Source: an optimization exercise on an open RTL-to-GDS flow (aim: small area, a short achievable clock period and few clock cycles per item). Production flows keep margins and buffers that such runs may drop. Function was checked by simulation only, so behaviour that the tests miss may differ from the original. Power and IR drop assume default switching activity.

==> build 86 <==
==> flow/design.v <==
module rhu_div (
    input  wire        clk,
    input  wire        start,
    input  wire [23:0] den,
    output reg         done,
    output wire        last,         
    output wire [22:0] rnd           
);
    localparam [23:0] NUM = 24'd12000000;
    reg [23:0] r;
    reg [23:0] q;
    reg [4:0]  cnt;                  
    wire [24:0] t   = {r, NUM[5'd23 - cnt]};
    wire [25:0] dif = {1'b0, t} - {2'b0, den};
    wire        ge  = !dif[25];
    assign rnd  = q[23:1] + {22'd0, q[0]};
    assign last = !done && (cnt == 5'd23);
    always @(posedge clk) begin
        if (start) begin
            r    <= 24'd0;
            cnt  <= 5'd0;
            done <= 1'b0;
        end else if (!done) begin
            r   <= ge ? dif[23:0] : t[23:0];
            q   <= {q[22:0], ge};
            cnt <= cnt + 5'd1;
            if (last)
                done <= 1'b1;
        end
    end
endmodule
module motor_ui_core (
    input  wire        clk,
    input  wire        rst,             
    input  wire        op_valid,
    input  wire [15:0] op_word,
    output wire        op_ready,
    output reg         done,
    output reg  [15:0] result,
    output reg         refused,
    output wire [3:0]  col_drive,
    output reg  [13:0] duty_hb,
    output reg  [13:0] duty_boost,
    output reg  [13:0] duty_buck,
    output reg         pwm_out_en,
    output wire [31:0] rpm,
    output reg         running,
    output reg         vth,
    output reg  [16:0] sp_volt,
    output reg  [16:0] sp_speed,
    output reg  [16:0] sp_max,
    output reg  [1:0]  cur_row,
    output reg  [2:0]  cur_col,
    output reg  [19:0] dig_buf,         
    output reg         digit_entered
);
    localparam [16:0] BATT_CV   = 17'd900;
    localparam [16:0] CEIL_CV   = 17'd2400;
    localparam [13:0] DUTY_FULL = 14'd10000;
    localparam [23:0] EP_MAX    = 24'hFFFFFF;
    reg [15:0] hb;
    reg [47:0] hr;
    reg [3:0]  col_oh;                  
    reg [5:0]  qs0, qs1;                
    reg        qin, qout;
    reg        sp_state;                
    reg [23:0] ep;                      
    reg [22:0] rpm_r;
    assign col_drive = col_oh;
    assign rpm       = {9'd0, rpm_r};
    reg       ib_v;
    reg       ib_scan, ib_speed, ib_ctrl, ib_edge, ib_pop, ib_reset, ib_ref;
    reg       ib_kdig, ib_kup, ib_kdn, ib_klt, ib_krt, ib_kcom, ib_kstar;
    reg [3:0] ib_lo;                    
    reg       ib_above;                 
    reg       ready_r;
    assign op_ready = ready_r;
    wire accept = op_valid && ready_r && !rst;
    wire [3:0] opc   = op_word[15:12];
    wire       z11_0 = (op_word[11:0] == 12'd0);
    wire [7:0] code  = op_word[7:0];
    wire       d_scan  = (opc == 4'h1) && (op_word[11:4] == 8'd0);
    wire       d_speed = (opc == 4'h2);
    wire       d_ctrl  = (opc == 4'h3) && z11_0;
    wire       d_edge  = (opc == 4'h4) && z11_0;
    wire       d_pop   = (opc == 4'h5) && z11_0;
    wire       d_key   = (opc == 4'h6) && (op_word[11:8] == 4'd0);
    wire       d_reset = (opc == 4'h7) && z11_0;
    wire       d_ref   = !(d_scan | d_speed | d_ctrl | d_edge | d_pop | d_key | d_reset);
    wire       d_kdig  = d_key && (code[7:4] == 4'h3) && (code[3:0] <= 4'd9);
    wire       d_kup   = d_key && (code == 8'h41);
    wire       d_kdn   = d_key && (code == 8'h42);
    wire       d_klt   = d_key && (code == 8'h43);
    wire       d_krt   = d_key && (code == 8'h44);
    wire       d_kcom  = d_key && (code == 8'h23);
    wire       d_kstar = d_key && (code == 8'h2A);
    wire       d_above = (op_word[11:0] >= 12'd1229);
    reg         rd_start;
    wire        rd_done, rd_last;
    wire [22:0] rd_rpm;
    rhu_div u_div (
        .clk   (clk),
        .start (rd_start),
        .den   (ep),
        .done  (rd_done),
        .last  (rd_last),
        .rnd   (rd_rpm)
    );
    reg        bb_ok, hb_ok;            
    reg [13:0] p_bb, p_hb;
    reg        bg_busy, bg_job;         
    reg [4:0]  bg_cnt;
    reg [16:0] bg_hi;
    reg [14:0] bg_lo;
    wire v_low  = (sp_volt <= BATT_CV);
    wire v_high = (sp_volt >  CEIL_CV);
    wire v_mid  = !v_low && !v_high;
    wire hb_zero = v_high || (sp_max == 17'd0);
    wire [16:0] v_m900 = sp_volt - BATT_CV;
    wire [16:0] bg_a   = bg_job ? sp_speed : (v_low ? sp_volt : v_m900);
    wire [16:0] bg_b   = bg_job ? sp_max   : (v_low ? BATT_CV : sp_volt);
    wire [26:0] bg_acc  = {bg_hi[16:0], bg_lo[14:5]};
    wire [26:0] bg_x5   = bg_acc + {bg_acc[24:0], 2'b00};
    wire [17:0] bg_t    = {bg_hi, bg_lo[14]};
    wire [18:0] bg_dif  = {1'b0, bg_t} - {2'b0, bg_b};
    wire        bg_ge   = !bg_dif[18];
    wire [13:0] bg_res  = bg_lo[14:1] + {13'd0, bg_lo[0]};
    wire rising  = ib_speed && ib_above && !sp_state;
    wire stall   = (rising && !rd_done) || (ib_ctrl && !(bb_ok && hb_ok));
    wire exec    = ib_v && !stall;
    function [7:0] keymap;
        input [3:0] k;
        begin
            case (k)
                4'd0:  keymap = "1";
                4'd1:  keymap = "4";
                4'd2:  keymap = "7";
                4'd3:  keymap = "*";
                4'd4:  keymap = "2";
                4'd5:  keymap = "5";
                4'd6:  keymap = "8";
                4'd7:  keymap = "0";
                4'd8:  keymap = "3";
                4'd9:  keymap = "6";
                4'd10: keymap = "9";
                4'd11: keymap = "#";
                4'd12: keymap = "A";
                4'd13: keymap = "B";
                4'd14: keymap = "C";
                default: keymap = "D";
            endcase
        end
    endfunction
    reg [1:0]  scol;
    reg [3:0]  s_hb;                    
    reg [11:0] s_hr;                    
    reg [5:0]  s_q0, s_q1;
    reg        s_qin;
    reg        s_b, s_x, s_sat;
    reg [2:0]  s_r;
    integer    ri;
    always @* begin
        scol = {col_oh[3] | col_oh[2], col_oh[3] | col_oh[1]};
        s_q0  = qs0;
        s_q1  = qs1;
        s_qin = qin;
        for (ri = 0; ri < 4; ri = ri + 1) begin
            s_b   = hb[{scol, ri[1:0]}];
            s_r   = hr[3*{scol, ri[1:0]} +: 3];
            s_x   = ib_lo[ri];
            s_sat = (s_r == 3'd7);
            s_hb[ri] = s_x;
            s_hr[3*ri +: 3] = (s_x != s_b) ? 3'd1 : (s_sat ? 3'd7 : s_r + 3'd1);
            if ((s_x != s_b) && s_sat) begin
                if (s_qin == 1'b0) begin
                    if (!s_q0[5]) begin
                        s_q0  = {1'b1, s_x, scol, ri[1:0]};
                        s_qin = 1'b1;
                    end
                end else begin
                    if (!s_q1[5]) begin
                        s_q1  = {1'b1, s_x, scol, ri[1:0]};
                        s_qin = 1'b0;
                    end
                end
            end
        end
    end
    wire [5:0]  pop_slot   = qout ? qs1 : qs0;
    wire [16:0] commit_val = dig_buf[3:0] * 17'd10000 + dig_buf[7:4] * 17'd1000
                           + dig_buf[11:8] * 17'd100 + dig_buf[15:12] * 17'd10
                           + {13'd0, dig_buf[19:16]};
    wire do_toggle = exec && (ib_edge || ib_kstar);
    wire do_commit = exec && ib_kcom;
    wire commit_v  = do_commit && (cur_row == 2'd0);
    wire commit_sm = do_commit && (cur_row != 2'd0);
    wire do_speed  = exec && ib_speed && !rising;   
    wire do_reset  = rst || (exec && ib_reset);
    reg ib_v_n, sp_state_n, rd_done_n, allok_n, bb_ok_n, hb_ok_n;
    reg n_speed_above, n_ctrl;
    always @* begin
        ib_v_n        = accept ? 1'b1 : (exec ? 1'b0 : ib_v);
        n_speed_above = accept ? (d_speed && d_above) : (ib_speed && ib_above);
        n_ctrl        = accept ? d_ctrl : ib_ctrl;
        if (do_reset)
            sp_state_n = 1'b0;
        else if (exec && rising)
            sp_state_n = 1'b1;
        else if (exec && ib_speed && !ib_above)
            sp_state_n = 1'b0;
        else
            sp_state_n = sp_state;
        rd_done_n = rd_start ? 1'b0 : (rd_done || rd_last);
        bb_ok_n   = do_reset || (!commit_v  && (bb_ok || bg_fin_bb));
        hb_ok_n   = do_reset || (!commit_sm && (hb_ok || bg_fin_hb));
        allok_n   = bb_ok_n && hb_ok_n;
    end
    wire bg_last   = bg_busy && (bg_cnt == 5'd19);
    wire bg_fin_bb = (bg_last && !bg_job) || bg_skip_bb;
    wire bg_fin_hb = (bg_last &&  bg_job) || bg_skip_hb;
    wire bg_pick   = !bg_busy && (!bb_ok || !hb_ok) && !do_commit;
    wire bg_pjob   = bb_ok;             
    wire bg_skip_bb = bg_pick && !bg_pjob && v_high;
    wire bg_skip_hb = bg_pick &&  bg_pjob && ((sp_max == 17'd0) || (sp_speed >= sp_max));
    always @* begin
        rd_start = do_reset || do_speed || (exec && rising);
    end
    always @(posedge clk) begin
        if (rst) begin
            ib_v    <= 1'b0;
            ready_r <= 1'b1;
        end else begin
            ib_v    <= ib_v_n;
            ready_r <= !(ib_v_n && ((n_speed_above && !sp_state_n && !rd_done_n)
                                   || (n_ctrl && !allok_n)));
        end
        if (accept) begin
            ib_scan  <= d_scan;
            ib_speed <= d_speed;
            ib_ctrl  <= d_ctrl;
            ib_edge  <= d_edge;
            ib_pop   <= d_pop;
            ib_reset <= d_reset;
            ib_ref   <= d_ref;
            ib_kdig  <= d_kdig;
            ib_kup   <= d_kup;
            ib_kdn   <= d_kdn;
            ib_klt   <= d_klt;
            ib_krt   <= d_krt;
            ib_kcom  <= d_kcom;
            ib_kstar <= d_kstar;
            ib_lo    <= op_word[3:0];
            ib_above <= d_above;
        end
        done <= !rst && exec;
        if (exec)
            refused <= ib_ref;
        if (exec && ib_pop)
            result <= pop_slot[5] ? {6'd0, 1'b1, pop_slot[4], keymap(pop_slot[3:0])} : 16'd0;
        if (do_reset) begin
            hb            <= 16'd0;
            hr            <= {16{3'd7}};
            col_oh        <= 4'b0001;
            qs0           <= 6'd0;
            qs1           <= 6'd0;
            qin           <= 1'b0;
            qout          <= 1'b0;
            sp_state      <= 1'b0;
            ep            <= 24'd1;
            rpm_r         <= 23'd0;
            cur_row       <= 2'd0;
            cur_col       <= 3'd0;
            dig_buf       <= 20'd0;
            digit_entered <= 1'b0;
            sp_volt       <= 17'd0;
            sp_speed      <= 17'd0;
            sp_max        <= 17'd0;
            running       <= 1'b0;
            vth           <= 1'b0;
            duty_hb       <= 14'd0;
            duty_boost    <= 14'd0;
            duty_buck     <= 14'd0;
            pwm_out_en    <= 1'b0;
            result        <= 16'd0;
            refused       <= 1'b0;
        end else if (exec) begin
            if (ib_scan) begin
                case (scol)
                    2'd0: begin hb[3:0]   <= s_hb; hr[11:0]  <= s_hr; end
                    2'd1: begin hb[7:4]   <= s_hb; hr[23:12] <= s_hr; end
                    2'd2: begin hb[11:8]  <= s_hb; hr[35:24] <= s_hr; end
                    default: begin hb[15:12] <= s_hb; hr[47:36] <= s_hr; end
                endcase
                qs0    <= s_q0;
                qs1    <= s_q1;
                qin    <= s_qin;
                col_oh <= {col_oh[2:0], col_oh[3]};
            end
            if (ib_speed) begin
                if (rising) begin
                    rpm_r    <= rd_rpm;
                    ep       <= 24'd1;
                    sp_state <= 1'b1;
                end else begin
                    if (!ib_above)
                        sp_state <= 1'b0;
                    if (!(sp_state && ib_above) && (ep > 24'd1000))
                        rpm_r <= 23'd0;
                    if (ep != EP_MAX)
                        ep <= ep + 24'd1;
                end
            end
            if (ib_ctrl) begin
                vth <= v_high;
                if (running) begin
                    duty_buck    <= v_low ? p_bb : (v_mid ? DUTY_FULL : 14'd0);
                    duty_boost   <= v_mid ? p_bb : 14'd0;
                    duty_hb      <= hb_zero ? 14'd0 : p_hb;
                    pwm_out_en   <= 1'b1;
                end else begin
                    duty_buck    <= 14'd0;
                    duty_boost   <= 14'd0;
                    duty_hb      <= 14'd0;
                    pwm_out_en   <= 1'b0;
                end
                if (digit_entered) begin
                    if (cur_col != 3'd4)
                        cur_col <= cur_col + 3'd1;
                    digit_entered <= 1'b0;
                end
            end
            if (ib_pop) begin
                if (pop_slot[5]) begin
                    if (qout) qs1 <= 6'd0;
                    else      qs0 <= 6'd0;
                    qout <= !qout;
                end
            end
            if (ib_kdig) begin
                case (cur_col)
                    3'd0: dig_buf[3:0]   <= ib_lo;
                    3'd1: dig_buf[7:4]   <= ib_lo;
                    3'd2: dig_buf[11:8]  <= ib_lo;
                    3'd3: dig_buf[15:12] <= ib_lo;
                    default: dig_buf[19:16] <= ib_lo;
                endcase
                digit_entered <= 1'b1;
            end
            if (ib_kup && cur_row != 2'd0)
                cur_row <= cur_row - 2'd1;
            if (ib_kdn && cur_row != 2'd2)
                cur_row <= cur_row + 2'd1;
            if (ib_klt && cur_col != 3'd0)
                cur_col <= cur_col - 3'd1;
            if (ib_krt && cur_col != 3'd4)
                cur_col <= cur_col + 3'd1;
            if (ib_kcom) begin
                case (cur_row)
                    2'd0:    sp_volt  <= commit_val;
                    2'd1:    sp_speed <= commit_val;
                    default: sp_max   <= commit_val;
                endcase
                dig_buf       <= 20'd0;
                cur_row       <= (cur_row == 2'd2) ? 2'd0 : cur_row + 2'd1;
                cur_col       <= 3'd0;
                digit_entered <= 1'b0;
            end
            if (ib_edge || ib_kstar) begin
                if (running)
                    running <= 1'b0;
                else if (!vth)
                    running <= 1'b1;
            end
        end
        if (do_reset) begin
            bb_ok   <= 1'b1;
            hb_ok   <= 1'b1;
            p_bb    <= 14'd0;
            p_hb    <= DUTY_FULL;
            bg_busy <= 1'b0;
        end else begin
            if (bg_busy) begin
                bg_cnt <= bg_cnt + 5'd1;
                if (bg_cnt < 5'd4) begin
                    {bg_hi, bg_lo[14:5]} <= bg_x5;
                end else if (!bg_last) begin
                    bg_hi <= bg_ge ? bg_dif[16:0] : bg_t[16:0];
                    bg_lo <= {bg_lo[13:0], bg_ge};
                end
                if (bg_last) begin
                    bg_busy <= 1'b0;
                    if (bg_job) begin p_hb <= bg_res; hb_ok <= 1'b1; end
                    else        begin p_bb <= bg_res; bb_ok <= 1'b1; end
                end
            end else if (bg_pick) begin
                bg_job <= bg_pjob;
                if (bg_skip_bb) begin
                    bb_ok <= 1'b1;
                end else if (bg_skip_hb) begin
                    hb_ok <= 1'b1;
                    p_hb  <= DUTY_FULL;
                end else begin
                    bg_busy <= 1'b1;
                    bg_cnt  <= 5'd0;
                end
            end
            if (bg_pick && !bg_skip_bb && !bg_skip_hb) begin
                {bg_hi, bg_lo} <= {10'd0, (bg_pjob ? sp_speed : (v_low ? sp_volt : v_m900)), 5'd0};
            end
            if (commit_v) begin
                bb_ok <= 1'b0;
                if (bg_busy && !bg_job) bg_busy <= 1'b0;
            end
            if (commit_sm) begin
                hb_ok <= 1'b0;
                if (bg_busy && bg_job) bg_busy <= 1'b0;
            end
        end
    end
endmodule
==> flow/run.sh <==
#!/bin/bash
# synth_recipe.tcl (not shown) runs the flow's synth.tcl, then flattens the netlist and writes it again
# the make line also repeats each setting of config.mk as NAME=value (left out here)
make -C /OpenROAD-flow-scripts/flow DESIGN_CONFIG=/design/flow/config.mk WORK_HOME=/design/flow/orfs CLKGATE_MAP_FILE= SYNTH_SCRIPT=/design/flow/synth_recipe.tcl finish
==> flow/config.mk <==
export PLATFORM = sky130hd
export DESIGN_NAME = motor_ui_core
export DESIGN_NICKNAME = motor_ui_core
export VERILOG_FILES = /design/flow/design.v
export SDC_FILE = /design/flow/constraint.sdc
export NUM_CORES = 4
export LEC_CHECK = 0
export CAP_MARGIN = 20
export CORE_MARGIN = 2
export CORE_UTILIZATION = 40
export SLEW_MARGIN = 20
==> flow/constraint.sdc <==
create_clock -name core_clock -period 10.0 [get_ports {clk}]
set_input_delay 2.0000 -clock core_clock [delete_from_list [all_inputs] [get_ports {clk}]]
set_output_delay 2.0000 -clock core_clock [all_outputs]
set_load 0.01 [all_outputs]
==> inputs of trial 47, as changes to build 86 <==
--- a/flow/design.v
+++ b/flow/design.v
@@ -6,3 +6,3 @@
     output wire        last,         
-    output wire [22:0] rnd           
+    output wire [16:0] rnd
 );
@@ -10,12 +10,12 @@
     reg [23:0] r;
-    reg [23:0] q;
+    reg [17:0] q;
     reg [4:0]  cnt;                  
-    wire [24:0] t   = {r, NUM[5'd23 - cnt]};
+    wire [24:0] t   = {r, NUM[5'd17 - cnt]};
     wire [25:0] dif = {1'b0, t} - {2'b0, den};
     wire        ge  = !dif[25];
-    assign rnd  = q[23:1] + {22'd0, q[0]};
-    assign last = !done && (cnt == 5'd23);
+    assign rnd  = q[17:1] + {16'd0, q[0]};
+    assign last = !done && (cnt == 5'd17);
     always @(posedge clk) begin
         if (start) begin
-            r    <= 24'd0;
+            r    <= NUM >> 18;
             cnt  <= 5'd0;
@@ -24,3 +24,3 @@
             r   <= ge ? dif[23:0] : t[23:0];
-            q   <= {q[22:0], ge};
+            q   <= {q[16:0], ge};
             cnt <= cnt + 5'd1;
@@ -99,3 +99,4 @@
     wire        rd_done, rd_last;
-    wire [22:0] rd_rpm;
+    wire [16:0] rd_rpm;
+    wire        ep_small = (ep[23:6] == 18'd0);
     rhu_div u_div (
@@ -128,3 +129,3 @@
     wire rising  = ib_speed && ib_above && !sp_state;
-    wire stall   = (rising && !rd_done) || (ib_ctrl && !(bb_ok && hb_ok));
+    wire stall   = (rising && !ep_small && !rd_done) || (ib_ctrl && !(bb_ok && hb_ok));
     wire exec    = ib_v && !stall;
@@ -153,2 +154,73 @@
     endfunction
+    function [22:0] rpm_rom;
+        input [5:0] e;
+        begin
+            case (e)
+                6'd1: rpm_rom = 23'd6000000;
+                6'd2: rpm_rom = 23'd3000000;
+                6'd3: rpm_rom = 23'd2000000;
+                6'd4: rpm_rom = 23'd1500000;
+                6'd5: rpm_rom = 23'd1200000;
+                6'd6: rpm_rom = 23'd1000000;
+                6'd7: rpm_rom = 23'd857143;
+                6'd8: rpm_rom = 23'd750000;
+                6'd9: rpm_rom = 23'd666667;
+                6'd10: rpm_rom = 23'd600000;
+                6'd11: rpm_rom = 23'd545455;
+                6'd12: rpm_rom = 23'd500000;
+                6'd13: rpm_rom = 23'd461538;
+                6'd14: rpm_rom = 23'd428571;
+                6'd15: rpm_rom = 23'd400000;
+                6'd16: rpm_rom = 23'd375000;
+                6'd17: rpm_rom = 23'd352941;
+                6'd18: rpm_rom = 23'd333333;
+                6'd19: rpm_rom = 23'd315789;
+                6'd20: rpm_rom = 23'd300000;
+                6'd21: rpm_rom = 23'd285714;
+                6'd22: rpm_rom = 23'd272727;
+                6'd23: rpm_rom = 23'd260870;
+                6'd24: rpm_rom = 23'd250000;
+                6'd25: rpm_rom = 23'd240000;
+                6'd26: rpm_rom = 23'd230769;
+                6'd27: rpm_rom = 23'd222222;
+                6'd28: rpm_rom = 23'd214286;
+                6'd29: rpm_rom = 23'd206897;
+                6'd30: rpm_rom = 23'd200000;
+                6'd31: rpm_rom = 23'd193548;
+                6'd32: rpm_rom = 23'd187500;
+                6'd33: rpm_rom = 23'd181818;
+                6'd34: rpm_rom = 23'd176471;
+                6'd35: rpm_rom = 23'd171429;
+                6'd36: rpm_rom = 23'd166667;
+                6'd37: rpm_rom = 23'd162162;
+                6'd38: rpm_rom = 23'd157895;
+                6'd39: rpm_rom = 23'd153846;
+                6'd40: rpm_rom = 23'd150000;
+                6'd41: rpm_rom = 23'd146341;
+                6'd42: rpm_rom = 23'd142857;
+                6'd43: rpm_rom = 23'd139535;
+                6'd44: rpm_rom = 23'd136364;
+                6'd45: rpm_rom = 23'd133333;
+                6'd46: rpm_rom = 23'd130435;
+                6'd47: rpm_rom = 23'd127660;
+                6'd48: rpm_rom = 23'd125000;
+                6'd49: rpm_rom = 23'd122449;
+                6'd50: rpm_rom = 23'd120000;
+                6'd51: rpm_rom = 23'd117647;
+                6'd52: rpm_rom = 23'd115385;
+                6'd53: rpm_rom = 23'd113208;
+                6'd54: rpm_rom = 23'd111111;
+                6'd55: rpm_rom = 23'd109091;
+                6'd56: rpm_rom = 23'd107143;
+                6'd57: rpm_rom = 23'd105263;
+                6'd58: rpm_rom = 23'd103448;
+                6'd59: rpm_rom = 23'd101695;
+                6'd60: rpm_rom = 23'd100000;
+                6'd61: rpm_rom = 23'd98361;
+                6'd62: rpm_rom = 23'd96774;
+                6'd63: rpm_rom = 23'd95238;
+                default: rpm_rom = 23'd0;
+            endcase
+        end
+    endfunction
     reg [1:0]  scol;
@@ -198,2 +270,4 @@
     wire do_reset  = rst || (exec && ib_reset);
+    reg [23:0] ep_n;
+    reg rd_ok_n;
     reg ib_v_n, sp_state_n, rd_done_n, allok_n, bb_ok_n, hb_ok_n;
@@ -213,2 +287,9 @@
         rd_done_n = rd_start ? 1'b0 : (rd_done || rd_last);
+        if (do_reset || (exec && rising))
+            ep_n = 24'd1;
+        else if (do_speed && ep != EP_MAX)
+            ep_n = ep + 24'd1;
+        else
+            ep_n = ep;
+        rd_ok_n = rd_done_n || (ep_n[23:6] == 18'd0);
         bb_ok_n   = do_reset || (!commit_v  && (bb_ok || bg_fin_bb));
@@ -233,3 +314,3 @@
             ib_v    <= ib_v_n;
-            ready_r <= !(ib_v_n && ((n_speed_above && !sp_state_n && !rd_done_n)
+            ready_r <= !(ib_v_n && ((n_speed_above && !sp_state_n && !rd_ok_n)
                                    || (n_ctrl && !allok_n)));
@@ -300,3 +381,3 @@
                 if (rising) begin
-                    rpm_r    <= rd_rpm;
+                    rpm_r    <= ep_small ? rpm_rom(ep[5:0]) : {6'd0, rd_rpm};
                     ep       <= 24'd1;
@@ -308,4 +389,3 @@
                         rpm_r <= 23'd0;
-                    if (ep != EP_MAX)
-                        ep <= ep + 24'd1;
+                    ep <= ep_n;
                 end
==> notes <==
Build 86 completed with no timing, DRC or antenna violations. Trial 47 went through all stages and came out clean.
Between build 86 and trial 47, the lower clock power is in build 86 (gap about 4%, measured against trial 47).
Against trial 47, the first-iteration DRC count of build 86 is lower by about 26%.
Against build 86, the combinational power of trial 47 is smaller by about 22%.
Between trial 47 and build 86, the lower final area is in build 86 (gap 8.7%, measured against build 86).
Between build 86 and trial 47, the lower power is in trial 47 (gap about 2%, measured against trial 47).
Against trial 47, the worst hold slack of build 86 is higher by 0.0075 ns.
Of build 86 and trial 47, build 86 has the higher core utilization (gap 0.92 points).
Maximum frequency: trial 47 is smaller than build 86 (about 3%).
Against build 86, the clock skew of trial 47 is higher by 0.017 ns.
Testbench counts of build 86, summed over its fixed seeds: cycles 31,338, ops 24,000.
Testbench counts of trial 47, summed over its fixed seeds: cycles 25,458, ops 24,000.

==> what the ideal ports hide <==
The results above use ideal ports. As a check the final layouts listed here were re-extracted and re-timed, cells and wires unchanged.
Step 1: set_driving_cell puts a clkbuf_16 on clk and a buf_2 on each other input, an assumption about the parent block.
Step 2 times the ports against the registers' clock, not the clock port: input delays grow and output delays shrink by t, the midpoint of the rising clock arrivals with the driver on.
Slacks: no drivers / after step 1 / after step 2; pairs: no drivers / after step 1.
run	t (ns)	setup WS [ns]	worst setup path at the end	clock arrival spread, ns	worst data-port slew with drivers (ns)
build 86	0.643	4.549 / 4.549 / 4.549	register to register	0.032 / 0.033	0.04
trial 47	0.653	4.372 / 4.372 / 4.065	input to register	0.051 / 0.051	0.10
After both steps every run listed still meets setup and hold. For trial 47, which loses most, drivers alone change the setup slack by 0.000 ns; drivers and shift together by -0.307 ns.
